Background: an optimization exercise with open tools, aiming at small area, a short achievable clock period and few clock cycles per item. Do not read the settings as production practice. Function was checked by simulation only, so behaviour that the tests miss may differ from the original. Power and IR drop assume default switching activity.

==> 07-05: inputs <==
==> flow/design.v (excerpt) <==
module ozec_calc (
    input             clk,
    input             rst_n,
    input             in_valid,
    output            in_ready,
    input      [31:0] cmd,
    input             subst,       
    input             nibmode,     
    input             bus_ready,   
    input      [15:0] d_word,      
    input      [7:0]  d_ofs,       
    input      [7:0]  d_rs,        
    input             d_valid,     
    output reg        done,
    output reg [3:0]  err,
    output reg        seq,
    output     [31:0] res0,
    output     [31:0] res1,
    output reg        wr_en,
    output     [6:0]  wr_addr,
    output            wr_two,
    output     [15:0] wr_data
);
    localparam [7:0] OP_RDREG   = 8'h01, OP_WRREG  = 8'h02, OP_CHIPID = 8'h03,
                     OP_REBOOT  = 8'h04, OP_RDWORD = 8'h10, OP_WRWORD = 8'h11,
                     OP_LOCK    = 8'h12, OP_RDIMG  = 8'h13, OP_REWRITE = 8'h14,
                     OP_LOADIMG = 8'h18, OP_SAVEIMG = 8'h19,
                     OP_CELLV   = 8'h20, OP_CURR   = 8'h21, OP_RSENSE = 8'h22,
                     OP_LIMIT   = 8'h23, OP_THRESH = 8'h24, OP_ADC2MV = 8'h25,
                     OP_V2ADC   = 8'h26, OP_SETRS  = 8'h27, OP_SETVL  = 8'h28,
                     OP_UNPACK  = 8'h30, OP_SEXT4  = 8'h31, OP_DECAUTH = 8'h38;
    localparam [1:0] SUB_NONE = 2'd0, SUB_LIVE = 2'd1, SUB_EITHER = 2'd2;
    localparam [3:0] K_DEF   = 4'd0,    
                     K_DEFX  = 4'd1,    
                     K_CURR  = 4'd2,    
                     K_MV    = 4'd3,    
                     K_V2A   = 4'd4,    
                     K_SETRS = 4'd5,    
                     K_SETVL = 4'd6,    
                     K_LIM1  = 4'd7,    
                     K_LIM2  = 4'd8,    
                     K_SEQ   = 4'd9,    
                     K_E1    = 4'd10,   
                     K_E4    = 4'd11,   
                     K_E8    = 4'd12,   
  ...
==> flow/config.mk <==
export PLATFORM = sky130hd
export DESIGN_NAME = ozec_calc
export DESIGN_NICKNAME = ozec_calc
export VERILOG_FILES = /design/flow/design.v
export SDC_FILE = /design/flow/constraint.sdc
export NUM_CORES = 4
export LEC_CHECK = 0
export ABC_AREA = 1
export CAP_MARGIN = 20
export CORE_MARGIN = 2
export CORE_UTILIZATION = 70
export CTS_CLUSTER_DIAMETER = 80
export CTS_CLUSTER_SIZE = 24
export SLEW_MARGIN = 20
==> flow/constraint.sdc <==
create_clock -name core_clock -period 115.0 [get_ports {clk}]
set_input_delay 23.0000 -clock core_clock [delete_from_list [all_inputs] [get_ports {clk}]]
set_output_delay 23.0000 -clock core_clock [all_outputs]
set_load 0.01 [all_outputs]
standard.sh (not shown) runs the stock make flow with config.mk's settings and CLKGATE_MAP_FILE= SYNTH_SCRIPT=/design/flow/synth_recipe.tcl, a recipe that flattens the netlist after the stock synthesis.
==> flow/flow/run.sh <==
#!/bin/bash
set -e
export BUFFER_PORTS_ARGS="-buffer_cell sky130_fd_sc_hd__buf_2"
bash standard.sh > standard.log 2>&1
==> 03-11 (differences from 07-05) <==
--- a/flow/design.v
+++ b/flow/design.v
@@ -82,12 +82,11 @@
         i_dval    <= d_valid;
         i_word    <= d_word;
         i_ofs     <= d_ofs[7:4];
         i_ofs_inc <= nibmode & d_ofs[7] & (d_ofs[3:0] != 4'd0);
         i_imm_inc <= nibmode & cmd[7] & (cmd[3:0] != 4'd0);
-        if (rdy)                   
-            i_rs  <= d_rs;
+        i_rs      <= d_rs;
     end
     wire [7:0]  op    = i_cmd[31:24];
     wire [7:0]  f_hi  = i_cmd[23:16];
     wire [3:0]  f_lsb = i_cmd[15:12];
     wire [3:0]  f_wm1 = i_cmd[11:8];
@@ -182,42 +181,50 @@
             nib = radd({{27{hi[3]}}, hi}, 32'd0, inc);
         end
     endfunction
     wire [7:0] rs_eff = (i_rs == 8'd0) ? 8'd25 : i_rs;
     wire        cu_neg = i_word[15];
-    wire [15:0] cu_mag = cneg({16'd0, i_word}, cu_neg);
-    wire [18:0] cu_x7  = radd({13'd0, cu_mag, 3'd0}, ~{16'd0, cu_mag}, 1'b1);
-    wire [27:0] cu_x65 = radd({7'd0, cu_x7, 6'd0}, {12'd0, cu_x7, 1'b0}, 1'b0);
-    wire [27:0] cu_num = radd({3'd0, cu_x7, 10'd0}, {4'd0, cu_x65}, 1'b0);
+    wire [15:0] cu_w   = i_word ^ {16{cu_neg}};
+    wire [18:0] cu_x7  = radd({13'd0, cu_w, {3{cu_neg}}}, ~{16'd0, cu_w}, 1'b1);
+    wire [27:0] cu_a0  = {cu_x7, 10'd0};
+    wire [27:0] cu_a1  = {3'd0, cu_x7, 6'd0};
+    wire [27:0] cu_a2  = {8'd0, cu_x7, 1'b0};
+    wire [27:0] cu_cs  = cu_a0 ^ cu_a1 ^ cu_a2;
+    wire [27:0] cu_cc  = (cu_a0 & cu_a1) | (cu_a2 & (cu_a0 ^ cu_a1));
+    wire [27:0] cu_num = radd({4'd0, cu_cs}, {4'd0, cu_cc[26:0], 1'b0}, 1'b0);
     wire [15:0] unp_shift = i_word >> f_lsb;
     wire [15:0] unp_mask  = 16'hFFFF >> (~f_wm1);
     wire [15:0] unp_field = unp_shift & unp_mask;
     wire [7:0]  lim_mask  = unp_mask[7:0];
     wire [7:0]  lim_v     = unp_field[7:0];
     wire [4:0]  lim_o     = nib(i_ofs, i_ofs_inc);
     wire [9:0]  lim_m0    = radd({24'd0, lim_v},    {{27{lim_o[4]}}, lim_o}, 1'b0);
     wire [9:0]  lim_m1    = radd({24'd0, lim_mask}, {{27{lim_o[4]}}, lim_o}, 1'b0);
     wire        l0_neg    = lim_m0[9];
     wire        l1_neg    = lim_m1[9];
-    wire [8:0]  l0_mag    = cneg({23'd0, lim_m0[8:0]}, l0_neg);
-    wire [8:0]  l1_mag    = cneg({23'd0, lim_m1[8:0]}, l1_neg);
-    reg        sv_pend;
-    reg [8:0]  sv_mag;
-    reg        sv_neg;
+    wire [8:0]  l0_mp     = lim_m0[8:0] ^ {9{l0_neg}};
+    wire [8:0]  l1_mp     = lim_m1[8:0] ^ {9{l1_neg}};
+    wire [SW*(NS+1)-1:0] st_in;     
+    wire [SW-1:0] r1      = st_in[SW +: SW];
+    wire          sv_pend = r1[SW-1] & (r1[SW-2 -: 4] == K_LIM1);
+    wire [7:0]    sv_t    = r1[SW-6 -: 8];
+    wire [8:0]    sv_mag  = r1[8:0];
+    wire          sv_neg  = r1[9];
     function [19:0] x3125;
-        input [8:0] m;
+        input [8:0] mp;
+        input       n;
         reg [10:0] m3;
         reg [11:0] m5;
         reg [14:0] m53;
         begin
-            m3    = radd({22'd0, m, 1'b0}, {23'd0, m}, 1'b0);
-            m5    = radd({21'd0, m, 2'b0}, {23'd0, m}, 1'b0);
+            m3    = radd({21'd0, mp, n, n}, ~{23'd0, mp}, 1'b1);
+            m5    = radd({21'd0, m3}, {22'd0, mp, n}, n);
             m53   = radd({17'd0, m3, 4'b0}, {20'd0, m5}, 1'b0);
             x3125 = radd({12'd0, m3[9:0], 10'b0}, {17'd0, m53}, 1'b0);
         end
     endfunction
-    wire [23:0] lim_num = {x3125(sv_pend ? sv_mag : l1_mag), 4'b0};
+    wire [23:0] lim_num = {x3125(sv_pend ? sv_mag : l1_mp, sv_pend ? sv_neg : l1_neg), 4'b0};
     wire        unp_neg   = f_sgn & unp_shift[f_wm1];
     wire [27:0] unp_res   = {{12{unp_neg}}, unp_field | ({16{unp_neg}} & ~unp_mask)};
     wire [4:0] sx_nib = nib(imm24[7:4], i_imm_inc);
     wire [1:0] auth_class = imm24[6] ? 2'd1 : (imm24[5] ? 2'd3 : 2'd2);
     wire e10  = ~legal;
@@ -243,25 +250,26 @@
     wire p_rs   = pass & is_rs;
     wire p_unp  = pass & is_unp;
     wire p_sx   = pass & is_sx;
     wire p_svl  = pass & is_svl & i_dval;
     wire p_au   = pass & is_au;
-    wire use_t  = p_cu | p_lim | sv_pend;
+    wire use_t  = p_cu | p_lim;
     wire [27:0] n_cmd = {8'd0, i_cmd[19:5], i_cmd[4] & ~is_au, i_cmd[3:0]};
     wire [27:0] n0 = (n_cmd                    & {28{p_cmd}})
                    | ({15'd0, i_word[15:3]}    & {28{p_cv}})
                    | (cu_num                   & {28{p_cu}})
                    | ({4'd0, lim_num}          & {28{p_lim | sv_pend}})
                    | ({20'd0, rs_eff}          & {28{p_rs}})
                    | (unp_res                  & {28{p_unp}})
                    | ({{23{sx_nib[4]}}, sx_nib} & {28{p_sx}});
     wire [15:0] d0 = (i_word                   & {16{p_cu | p_unp}})
+                   | ({6'd0, l0_neg, l0_mp}    & {16{p_lim}})
                    | ({8'd0, i_rs}             & {16{p_rs}})
                    | ({11'd0, i_cmd[23:22], i_word[2:0]} & {16{p_svl}})
                    | ({8'd0, imm24[7:0]}       & {16{p_sx}})
                    | ({14'd0, auth_class}      & {16{p_au}});
-    wire [7:0]  t0 = use_t ? rs_eff : ((is_v2a | is_svl) & pass) ? 8'd122 : 8'd1;
+    wire [7:0]  t0 = sv_pend ? sv_t : use_t ? rs_eff : ((is_v2a | is_svl) & pass) ? 8'd122 : 8'd1;
     wire        s0 = (p_cu & cu_neg) | (p_lim & l1_neg) | (sv_pend & sv_neg);
     wire        v0 = i_v | sv_pend;
     reg [3:0] k0;
     always @(*) begin
         if (sv_pend)                 k0 = K_LIM2;
@@ -277,15 +285,10 @@
         else if (is_svl)             k0 = i_dval ? K_SETVL : K_E4;
         else if (is_unp | is_sx)     k0 = K_DEFX;
         else if (is_rs | is_au)      k0 = K_DEF;
         else                         k0 = K_SEQ;
     end
-    always @(posedge clk) begin
-        sv_pend <= rst_n & i_v & ~sv_pend & (k0 == K_LIM1);
-        sv_mag  <= l0_mag;
-        sv_neg  <= l0_neg;
-    end
     wire [SW-1:0] st0 = {v0, k0, t0, 8'd0, n0, s0, d0};
     function [8:0] drow;
         input [8:0] x;
         input [7:0] t;
         input integer i;
@@ -303,11 +306,10 @@
             rn = q ? d : x[7:0];
             if (i < 7) rn = rn & ((8'd1 << (i + 1)) - 8'd1);
             drow = {q, rn};
         end
     endfunction
-    wire [SW*(NS+1)-1:0] st_in;     
     wire [SW*NS-1:0]     st_out;    
     assign st_in[0 +: SW] = st0;
     genvar g;
     generate
         for (g = 0; g < NS; g = g + 1) begin : stage
@@ -369,22 +371,26 @@
     end
     reg [28:0] o_res0;
     reg [24:0] o_res1;
     reg [6:1]  o_addr;
     reg [10:0] o_wdat;
-    reg [24:0] n_res1;
+    reg  [24:0] n_res1v;
     always @(*) begin
         case (f_k)
-            K_V2A:   n_res1 = {5'd0, mv};
-            K_LIM1:  n_res1 = rq[24:0];
-            K_LIM2:  n_res1 = o_res1;
-            K_CURR:  n_res1 = {{9{f_d[15]}}, f_d};
-            K_MV:    n_res1 = {12'd0, f_q[12:0]};
-            K_SETVL: n_res1 = 25'd0;
-            default: n_res1 = {9'd0, f_d};
+            K_V2A:   n_res1v = {5'd0, mv};
+            K_LIM1,
+            K_MV:    n_res1v = rq[24:0];
+            K_CURR:  n_res1v = {{9{f_d[15]}}, f_d};
+            K_SETVL: n_res1v = 25'd0;
+            K_LIM2:  n_res1v = 25'd0;
+            default: n_res1v = {9'd0, f_d};
         endcase
     end
+    wire        keep1  = (f_k == K_LIM2);
+    wire [24:0] n_res1 = n_res1v | (o_res1 & {25{keep1}});
+    wire        n_sgn1 = n_res1v[24] | (o_sgn1 & keep1);
+    reg         o_sgn1;
     wire [28:0] n_res0 = (f_k == K_MV) ? {9'd0, mv} : rq;
     reg  [6:0]  n_addr;
     always @(*) begin
         if (f_k != K_SETVL)
             n_addr = 7'h34;
@@ -399,16 +405,17 @@
         done    <= rst_n & f_v & (f_k != K_LIM1);
         err     <= n_err;
         seq     <= (f_k == K_SEQ);
         o_res0  <= n_res0;
         o_res1  <= n_res1;
+        o_sgn1  <= n_sgn1;
         wr_en   <= (f_k == K_SETRS) || (f_k == K_SETVL);
         o_addr  <= n_addr[6:1];
         o_wdat  <= (f_k == K_SETVL) ? {f_q[7:5], f_q[4:0], f_d[2:0]}
                                     : {3'd0, f_q[7:0]};
     end
     assign res0    = {{3{o_res0[28]}}, o_res0};
-    assign res1    = {{7{o_res1[24]}}, o_res1};
+    assign res1    = {{4{o_sgn1}}, {3{o_res1[24]}}, o_res1};
     assign wr_addr = {o_addr, 1'b0};
     assign wr_two  = o_addr[6];
     assign wr_data = {o_res0[12:8], o_wdat};
 endmodule
==> flow/flow/run.sh (replaced) <==
#!/bin/bash
set -e
export BUFFER_PORTS_ARGS="-buffer_cell sky130_fd_sc_hd__buf_1"
bash standard.sh > standard.log 2>&1
- CORE_UTILIZATION: 70 -> 90
- CTS_CLUSTER_DIAMETER: 80 -> 90
- CTS_CLUSTER_SIZE: 24 -> 26
==> 04-23 (differences from 07-05) <==
--- a/flow/design.v
+++ b/flow/design.v
@@ -82,12 +82,11 @@
         i_dval    <= d_valid;
         i_word    <= d_word;
         i_ofs     <= d_ofs[7:4];
         i_ofs_inc <= nibmode & d_ofs[7] & (d_ofs[3:0] != 4'd0);
         i_imm_inc <= nibmode & cmd[7] & (cmd[3:0] != 4'd0);
-        if (rdy)                   
-            i_rs  <= d_rs;
+        i_rs      <= (d_rs & {8{rdy}}) | (i_rs & {8{~rdy}});   
     end
     wire [7:0]  op    = i_cmd[31:24];
     wire [7:0]  f_hi  = i_cmd[23:16];
     wire [3:0]  f_lsb = i_cmd[15:12];
     wire [3:0]  f_wm1 = i_cmd[11:8];
@@ -182,42 +181,47 @@
             nib = radd({{27{hi[3]}}, hi}, 32'd0, inc);
         end
     endfunction
     wire [7:0] rs_eff = (i_rs == 8'd0) ? 8'd25 : i_rs;
     wire        cu_neg = i_word[15];
-    wire [15:0] cu_mag = cneg({16'd0, i_word}, cu_neg);
-    wire [18:0] cu_x7  = radd({13'd0, cu_mag, 3'd0}, ~{16'd0, cu_mag}, 1'b1);
-    wire [27:0] cu_x65 = radd({7'd0, cu_x7, 6'd0}, {12'd0, cu_x7, 1'b0}, 1'b0);
-    wire [27:0] cu_num = radd({3'd0, cu_x7, 10'd0}, {4'd0, cu_x65}, 1'b0);
+    wire [15:0] cu_w   = i_word ^ {16{cu_neg}};
+    wire [18:0] cu_x7  = radd({13'd0, cu_w, {3{cu_neg}}}, ~{16'd0, cu_w}, 1'b1);
+    wire [27:0] cu_a0  = {cu_x7, 10'd0};
+    wire [27:0] cu_a1  = {3'd0, cu_x7, 6'd0};
+    wire [27:0] cu_a2  = {8'd0, cu_x7, 1'b0};
+    wire [27:0] cu_cs  = cu_a0 ^ cu_a1 ^ cu_a2;
+    wire [27:0] cu_cc  = (cu_a0 & cu_a1) | (cu_a2 & (cu_a0 ^ cu_a1));
+    wire [27:0] cu_num = radd({4'd0, cu_cs}, {4'd0, cu_cc[26:0], 1'b0}, 1'b0);
     wire [15:0] unp_shift = i_word >> f_lsb;
     wire [15:0] unp_mask  = 16'hFFFF >> (~f_wm1);
     wire [15:0] unp_field = unp_shift & unp_mask;
     wire [7:0]  lim_mask  = unp_mask[7:0];
     wire [7:0]  lim_v     = unp_field[7:0];
     wire [4:0]  lim_o     = nib(i_ofs, i_ofs_inc);
     wire [9:0]  lim_m0    = radd({24'd0, lim_v},    {{27{lim_o[4]}}, lim_o}, 1'b0);
     wire [9:0]  lim_m1    = radd({24'd0, lim_mask}, {{27{lim_o[4]}}, lim_o}, 1'b0);
     wire        l0_neg    = lim_m0[9];
     wire        l1_neg    = lim_m1[9];
-    wire [8:0]  l0_mag    = cneg({23'd0, lim_m0[8:0]}, l0_neg);
-    wire [8:0]  l1_mag    = cneg({23'd0, lim_m1[8:0]}, l1_neg);
+    wire [8:0]  l0_mp     = lim_m0[8:0] ^ {9{l0_neg}};
+    wire [8:0]  l1_mp     = lim_m1[8:0] ^ {9{l1_neg}};
     reg        sv_pend;
     reg [8:0]  sv_mag;
     reg        sv_neg;
     function [19:0] x3125;
-        input [8:0] m;
+        input [8:0] mp;
+        input       n;
         reg [10:0] m3;
         reg [11:0] m5;
         reg [14:0] m53;
         begin
-            m3    = radd({22'd0, m, 1'b0}, {23'd0, m}, 1'b0);
-            m5    = radd({21'd0, m, 2'b0}, {23'd0, m}, 1'b0);
+            m3    = radd({21'd0, mp, n, n}, ~{23'd0, mp}, 1'b1);
+            m5    = radd({21'd0, m3}, {22'd0, mp, n}, n);
             m53   = radd({17'd0, m3, 4'b0}, {20'd0, m5}, 1'b0);
             x3125 = radd({12'd0, m3[9:0], 10'b0}, {17'd0, m53}, 1'b0);
         end
     endfunction
-    wire [23:0] lim_num = {x3125(sv_pend ? sv_mag : l1_mag), 4'b0};
+    wire [23:0] lim_num = {x3125(sv_pend ? sv_mag : l1_mp, sv_pend ? sv_neg : l1_neg), 4'b0};
     wire        unp_neg   = f_sgn & unp_shift[f_wm1];
     wire [27:0] unp_res   = {{12{unp_neg}}, unp_field | ({16{unp_neg}} & ~unp_mask)};
     wire [4:0] sx_nib = nib(imm24[7:4], i_imm_inc);
     wire [1:0] auth_class = imm24[6] ? 2'd1 : (imm24[5] ? 2'd3 : 2'd2);
     wire e10  = ~legal;
@@ -279,11 +283,11 @@
         else if (is_rs | is_au)      k0 = K_DEF;
         else                         k0 = K_SEQ;
     end
     always @(posedge clk) begin
         sv_pend <= rst_n & i_v & ~sv_pend & (k0 == K_LIM1);
-        sv_mag  <= l0_mag;
+        sv_mag  <= l0_mp;
         sv_neg  <= l0_neg;
     end
     wire [SW-1:0] st0 = {v0, k0, t0, 8'd0, n0, s0, d0};
     function [8:0] drow;
         input [8:0] x;
@@ -369,22 +373,26 @@
     end
     reg [28:0] o_res0;
     reg [24:0] o_res1;
     reg [6:1]  o_addr;
     reg [10:0] o_wdat;
-    reg [24:0] n_res1;
+    reg  [24:0] n_res1v;
     always @(*) begin
         case (f_k)
-            K_V2A:   n_res1 = {5'd0, mv};
-            K_LIM1:  n_res1 = rq[24:0];
-            K_LIM2:  n_res1 = o_res1;
-            K_CURR:  n_res1 = {{9{f_d[15]}}, f_d};
-            K_MV:    n_res1 = {12'd0, f_q[12:0]};
-            K_SETVL: n_res1 = 25'd0;
-            default: n_res1 = {9'd0, f_d};
+            K_V2A:   n_res1v = {5'd0, mv};
+            K_LIM1,
+            K_MV:    n_res1v = rq[24:0];
+            K_CURR:  n_res1v = {{9{f_d[15]}}, f_d};
+            K_SETVL: n_res1v = 25'd0;
+            K_LIM2:  n_res1v = 25'd0;
+            default: n_res1v = {9'd0, f_d};
         endcase
     end
+    wire        keep1  = (f_k == K_LIM2);
+    wire [24:0] n_res1 = n_res1v | (o_res1 & {25{keep1}});
+    wire        n_sgn1 = n_res1v[24] | (o_sgn1 & keep1);
+    reg         o_sgn1;
     wire [28:0] n_res0 = (f_k == K_MV) ? {9'd0, mv} : rq;
     reg  [6:0]  n_addr;
     always @(*) begin
         if (f_k != K_SETVL)
             n_addr = 7'h34;
@@ -399,16 +407,17 @@
         done    <= rst_n & f_v & (f_k != K_LIM1);
         err     <= n_err;
         seq     <= (f_k == K_SEQ);
         o_res0  <= n_res0;
         o_res1  <= n_res1;
+        o_sgn1  <= n_sgn1;
         wr_en   <= (f_k == K_SETRS) || (f_k == K_SETVL);
         o_addr  <= n_addr[6:1];
         o_wdat  <= (f_k == K_SETVL) ? {f_q[7:5], f_q[4:0], f_d[2:0]}
                                     : {3'd0, f_q[7:0]};
     end
     assign res0    = {{3{o_res0[28]}}, o_res0};
-    assign res1    = {{7{o_res1[24]}}, o_res1};
+    assign res1    = {{4{o_sgn1}}, {3{o_res1[24]}}, o_res1};
     assign wr_addr = {o_addr, 1'b0};
     assign wr_two  = o_addr[6];
     assign wr_data = {o_res0[12:8], o_wdat};
 endmodule
==> flow/flow/run.sh (replaced) <==
#!/bin/bash
set -e
export BUFFER_PORTS_ARGS="-buffer_cell sky130_fd_sc_hd__buf_1"
bash standard.sh > standard.log 2>&1
- CORE_UTILIZATION: 70 -> 80
- CTS_CLUSTER_DIAMETER: 80 -> 90
- CTS_CLUSTER_SIZE: 24 -> 26
==> summary of the runs <==
- 04-23 finished clean. 03-11 aborted during global routing (5_1_grt). 07-05 went through all stages and came out clean.
- Between 07-05 and 04-23, the lower clock-buffer cell count is in 04-23 (gap 12).
- Between 04-23 and 07-05, the lower maximum frequency is in 07-05 (gap about 0.4%, measured against 07-05).
- In critical path depth, 07-05 and 04-23 do not differ.
- Clock power: 07-05 is higher than 04-23 (19%).
- Between 07-05 and 04-23, the lower clock skew is in 07-05 (gap 0.0045 ns).
- Against 07-05, the worst hold slack of 04-23 is higher by 0.0020 ns.
- Against 07-05, the final cell count of 04-23 is smaller by about 3.3%.
- Synthesized area: 03-11 < 04-23 < 07-05.
- Against 04-23, the combinational power of 07-05 is smaller by about 30%.
- Register-to-register slack: 04-23 is worse than 07-05 (0.98 ns).
==> figures <==
                                                                            07-05                04-23                     03-11
WHS Endpoint                                                   stage[1].rank.r[9]   stage[3].rank.r[2]                         -
Multi-input gate area                                                 0.0131 mm^2          0.0131 mm^2                         -
Share of the core filled with cells                                         76.8%                86.0%                         -
Synthesized netlist net count                                                2974                 2964                      2973
Power attributed to sequential cells                                     0.158 mW             0.162 mW                         -
Most common library cell in the layout ignoring fill and taps             nand2_1              nand2_1                         -
Dominant power group                                                    registers  combinational logic                         -
Net switching power of the design                                        0.142 mW             0.183 mW                         -
FF-to-FF setup slack                                                     93.54 ns             92.56 ns                         -
Yosys top cell area share                                                   32.6%                35.4%                     35.5%
Sum of net half-perimeters after detailed placement                      52100 um             53300 um                  54400 um
Instance count after placement with tap cells included                       3132                 3040                      2997
Highest Signal Layer                                                         met5                 met5                         -
Hold violation count in the final report                                        0                    0                         -
Compound-gate portion of the synthesized area                               8.68%                8.83%                     9.30%
Maximum fanout count along the critical path                                    8                    5                         -
Buf/Inv on CP                                                                   1                    1                         -
Status                                                             finished clean       finished clean    stopped before the end
Last stage reached                                                              -                    -  global routing (5_1_grt)
Antenna violation net count after detailed routing                              0                    0                         -
Post-place instance area                                              0.0249 mm^2          0.0241 mm^2               0.0238 mm^2
WHS                                                                      0.320 ns             0.322 ns                         -
Final instance area                                                   0.0257 mm^2          0.0247 mm^2                         -
Testbench counts of 07-05, summed over its fixed seeds: cycles 3,904, items 3,200.
Testbench counts of 03-11, summed over its fixed seeds: cycles 3,904, items 3,200.
Testbench counts of 04-23, summed over its fixed seeds: cycles 3,904, items 3,200.

[port drivers added, routing unchanged]
No port has a modelled driver above. Below, the same layouts with a new extraction and two added sets of constraints. Step 1 (the two cells are an assumption about what drives the block):
set clk [get_ports {clk}]
set_driving_cell -lib_cell sky130_fd_sc_hd__clkbuf_16 $clk
set_driving_cell -lib_cell sky130_fd_sc_hd__buf_2 [delete_from_list [all_inputs] $clk]
Step 2 times the ports against the registers' clock, not the clock port: input delays grow and output delays shrink by t, the midpoint of the rising clock arrivals with the driver on. Slacks: ideal ports / drivers / drivers and shift; pairs: ideal ports / drivers.
| run | shift t [ns] | setup WS [ns] | hold slack, ns |
|---|---|---|---|
| 07-05 | 0.637 | 90.782 / 90.725 / 91.042 | 0.320 / 0.320 / 0.320 |
| 04-23 | 0.605 | 90.876 / 90.817 / 91.060 | 0.322 / 0.322 / 0.322 |
After both steps every run listed still meets setup and hold.
